This design comes from an exercise in tuning for a short achievable clock period and few clock cycles on the open sky130 flow, not from production work. RTL that was checked went through simulation tests only; none was proved equivalent to the original.

## oak
## turquoise
module turquoise (
    input  wire        clk,
    input  wire        rst,
    input  wire        cmd_valid,
    output wire        cmd_ready,
    input  wire [1:0]  cmd_op,
    input  wire [7:0]  cmd_data,
    output reg         resp_valid,
    output reg         resp_halted,
    output reg         resp_fault,
    output reg  [15:0] cur_x,
    output reg  [15:0] cur_y,
    output reg         paint_valid,
    output reg  [8:0]  paint_x,
    output reg  [7:0]  paint_y,
    output reg         paint_color
);
clock: 12.0 ns
lec_check: 0
cap_margin: 20
core_margin: 2
core_utilization: 60
cts_cluster_diameter: 80
cts_cluster_size: 25
slew_margin: 20
synth_memory_max_bits: 4096
standard.sh (not shown) runs the stock make flow with config.mk's settings and CLKGATE_MAP_FILE= SYNTH_SCRIPT=/design/flow/synth_recipe.tcl, a recipe that flattens the netlist after the stock synthesis.
==> flow/flow/run.sh <==
#!/bin/bash
# The standard layout (standard.sh), with two changes in how it is made:
#  * timing repair is asked to leave extra setup slack, so it keeps optimising
#    below the design's period (the SDC and the period are not changed);
#  * port buffers are plain buffers instead of the default delay-buffer cell.
set -euo pipefail
export SETUP_SLACK_MARGIN=8.5
export TNS_END_PERCENT=100
export BUFFER_PORTS_ARGS="-buffer_cell sky130_fd_sc_hd__buf_4"
bash standard.sh finish > standard_flow.log 2>&1
Testbench counts of oak, summed over its fixed seeds: cycles 202,313.
Edits applied to the flow inputs when going from oak to pine:
--- a/flow/design.v
+++ b/flow/design.v
@@ -372,25 +372,30 @@
             color  <= 1'b1;
         end else if (pop) begin
             cx    <= nx;
             cy    <= ny;
             if (op == 4'h3) flipx  <= ~flipx;
             if (op == 4'hB) flipy  <= ~flipy;
             if (op == 4'h7) mirror <= ~mirror;
             if (op == 4'hC) color  <= ~color;
             if (op == 4'hD) draw   <= ~draw;
         end
     end
     always @(posedge clk) begin
-        cur_x <= pop ? nx : rst_r ? X0 : cx;
-        cur_y <= pop ? ny : rst_r ? Y0 : cy;
+        if (pop) begin
+            cur_x <= nx;
+            cur_y <= ny;
+        end else if (rst_r) begin
+            cur_x <= X0;
+            cur_y <= Y0;
+        end
     end
     always @(posedge clk) begin
         resp_valid  <= acc && !rst;
         paint_valid <= pop && !rst && paint_spec;
         paint_x     <= nx[8:0];
         paint_y     <= ny[7:0];
         paint_color <= color;
         resp_halted <= !q_v[0];
         resp_fault  <= fault_next;
     end
 endmodule
Notes after the runs:
- Looking at total of cells resized after clock tree synthesis, pine sits below oak.
- Slowest cell on the critical path = sky130_fd_sc_hd__dfxtp_2: oak; slowest cell on the critical path = sky130_fd_sc_hd__edfxtp_1: pine
- Compared with oak, in pine area growth from synthesis to layout increased 0.39 points, total length of routed wires went down, sequential cell area fraction in the yosys report rose 0.33 points, clock network latency to the later pin of the worst-skew pair fell 20 ps.
No functional check of the RTL was part of pine.

Setup of before:
Another version of the RTL of turquoise (not shown whole).
For scale: about 8,300 cells after synthesis, roughly 2,600 flip-flops, about 68 I/O pins, about 110,000 um2 of cells after synthesis.
==> flow/config.mk <==
export PLATFORM = sky130hd
export DESIGN_NAME = turquoise
export DESIGN_NICKNAME = turquoise
export VERILOG_FILES = /design/flow/design.v
export SDC_FILE = /design/flow/constraint.sdc
export NUM_CORES = 4
export LEC_CHECK = 0
export CAP_MARGIN = 20
export CORE_MARGIN = 2
export CORE_UTILIZATION = 60
export CTS_CLUSTER_DIAMETER = 80
export CTS_CLUSTER_SIZE = 25
export SLEW_MARGIN = 20
export SYNTH_MEMORY_MAX_BITS = 4096
==> flow/constraint.sdc <==
create_clock -name core_clock -period 12.0 [get_ports {clk}]
set_input_delay 2.4000 -clock core_clock [delete_from_list [all_inputs] [get_ports {clk}]]
set_output_delay 2.4000 -clock core_clock [all_outputs]
set_load 0.01 [all_outputs]
Scripts as last shown in full above: flow/flow/run.sh
Seen in the log of before: GRT-0116 during global routing (5_1_grt), after which the run never completed.
The following lists how after was set up differently from before:
diff --git a/flow/design.v b/flow/design.v
--- a/flow/design.v
+++ b/flow/design.v
@@ -44,21 +44,21 @@
         p_begin <= acc && !rst && (cmd_op == OP_BEGIN);
         p_end   <= acc && !rst && (cmd_op == OP_END);
         p_load  <= acc && !rst && (cmd_op == OP_END) && !fault_next;
         p_data  <= cmd_data;
         p_nz    <= (cmd_data != 8'd0);
         p_one   <= (cmd_data == 8'd1);
         p_app   <= acc && !rst && (cmd_op == OP_BYTE) && (cmd_data != 8'd0) && app_next;
         rst_r   <= rst;
     end
     reg            act;
-    reg [7:0]      mem  [0:2*ROM_SIZE-1];
+    reg [8*2*ROM_SIZE-1:0] mem;    
     reg [7:0]      a_len;       
     reg [7:0]      s_len;
     reg [15:0]     s_hoh;       
     reg [7:0]      s_loh;       
     reg            s_ovf;
     reg            s_term;      
     reg [7:0]      s_rem;       
     reg            s_cyc;       
     reg [7:0]      s_n1;        
     reg            s_n1z;       
@@ -81,23 +81,23 @@
                         p_byte ? (!s_room ? 1'b1 :
                                   s_fs    ? p_nz :
                                             (!s_term && (s_rem != 8'd1))) :
                         fault_cur;
     wire do_load = p_load && !rst_r;
     wire p_byte0 = p_byte && act;       
     wire p_byte1 = p_byte && !act;
     always @(posedge clk) begin
         for (i = 0; i < ROM_SIZE; i = i + 1) begin
             if (p_byte0 && s_hoh[i/8] && s_loh[i%8])
-                mem[i] <= p_data;
+                mem[8*i +: 8] <= p_data;
             if (p_byte1 && s_hoh[i/8] && s_loh[i%8])
-                mem[ROM_SIZE + i] <= p_data;
+                mem[8*(ROM_SIZE + i) +: 8] <= p_data;
         end
     end
     always @(posedge clk) begin
         if (rst_r)
             act <= 1'b0;
         else if (do_load)
             act <= ~act;
         if (do_load)
             a_len <= s_len;
         if (s_clr) begin
@@ -161,21 +161,21 @@
     wire       sc_push  = sc_cv && (rd != 8'd0);
     wire       sc_room  = !r_v[RD-2];
     wire       sc_end   = (sc_fs >= {1'b0, a_len});
     wire       sc_issue = sc_on && !sc_ph && !sc_end && sc_room;
     wire [7:0] half_rd  = {1'b0, rd[7:1]} + {7'd0, rd[0]};
     wire       sc_next  = sc_on && sc_ph && (rd != 8'd0);    
     wire       sc_on_next = rst_r ? 1'b0 : do_load ? s_f_v :
                             (sc_on && ((!sc_ph && sc_end) || (sc_ph && rd == 8'd0))) ? 1'b0 : sc_on;
     wire       sc_cv_next = !rst_r && !do_load && sc_next;
     always @(posedge clk) begin
-        rd <= mem[{act, sc_ra}];
+        rd <= mem[8*{act, sc_ra} +: 8];
         sc_on <= sc_on_next;
         sc_cv <= sc_cv_next;
         if (rst_r || do_load) begin
             sc_ph  <= 1'b0;
             sc_fs  <= s_f_nfs;
             sc_fs1 <= s_f_nfs + 9'd1;
             sc_ra  <= s_f_nfs[6:0];
         end else if (sc_issue) begin
             sc_ph <= 1'b1;
             sc_ra <= sc_fs1[6:0];
@@ -261,21 +261,21 @@
     reg [4:0] m1_hi;
     reg       m1_v;
     wire      m1_v_next = emit && !do_load && !rst_r;
     reg [3:0] m1_sel [0:31];
     integer k;
     always @(*) begin
         for (i = 0; i < 32; i = i + 1) begin
             m1_sel[i] = 4'd0;
             for (k = 0; k < 16; k = k + 1)
                 m1_sel[i] = m1_sel[i] | ({4{g_oh[k]}} &
-                            (k[0] ? mem[i*8 + k/2][3:0] : mem[i*8 + k/2][7:4]));
+                            (k[0] ? mem[8*(i*8 + k/2) +: 4] : mem[8*(i*8 + k/2) + 4 +: 4]));
         end
     end
     always @(posedge clk) begin
         for (i = 0; i < 32; i = i + 1)
             m1_c[i] <= m1_sel[i];
         m1_hi <= {act, g_addr[7:4]};
         m1_v  <= m1_v_next;
     end
     wire [3:0] arr_op = m1_c[m1_hi];
     wire       arr_v  = m1_v;
Findings:
Sort before and after by number of unique standard cell types used by synthesis desc -> top: before. Any difference in die outline width between after and before is small enough to ignore. Portion of netlist area occupied by mux cells, before and after: lower on before. As of after, area of the mapped netlist had risen slightly compared to before. after ended up with a lower synthesized-area fraction occupied by and/or/nand/nor cells than before did. Adder-cell share of the synthesized area across before and after: no real change. before and after ended up with roughly the same starting density of the core. Looking at before and after, the overall die height is a wash. after finished every step from synthesis to the final layout, and the layout passed the timing, DRC and antenna checks. after reports its dominant combinational cell family by area after synthesis as multiplexers while before reports compound AO/OA/AOI/OAI gates.
Testbench counts of after, summed over its fixed seeds: cycles 202,313.
No functional check of the RTL was part of before.

==> afterwards: timing with drivers on the ports <==
How much do the figures lean on ideal ports? The routed layouts below were timed once more, with nothing changed but the port constraints. Step 1 assumes that a clkbuf_16 drives the clock port and a buf_2 every other input. Step 2 also shifts input and output timing later by t, the mid clock arrival at the registers, as if the neighbouring blocks saw the same clock. Three values: ideal, step 1, step 2; two values: the first two.
run | shift t [ns] | slack for setup (ns) | worst setup path at the end | latest minus earliest clock arrival (ns) | cell pins on the clock port's net
oak | 0.936 | 8.292 / 8.192 / 7.723 | input to register | 0.043 / 0.043 | 1
pine | 0.917 | 8.218 / 8.130 / 7.732 | input to register | 0.029 / 0.029 | 1
after | 0.925 | 8.276 / 8.177 / 7.651 | input to register | 0.037 / 0.036 | 1
After both steps setup and hold are still met in every run listed. The setup slack of after, which loses most, moves by -0.099 ns with the drivers and by -0.625 ns with both steps.
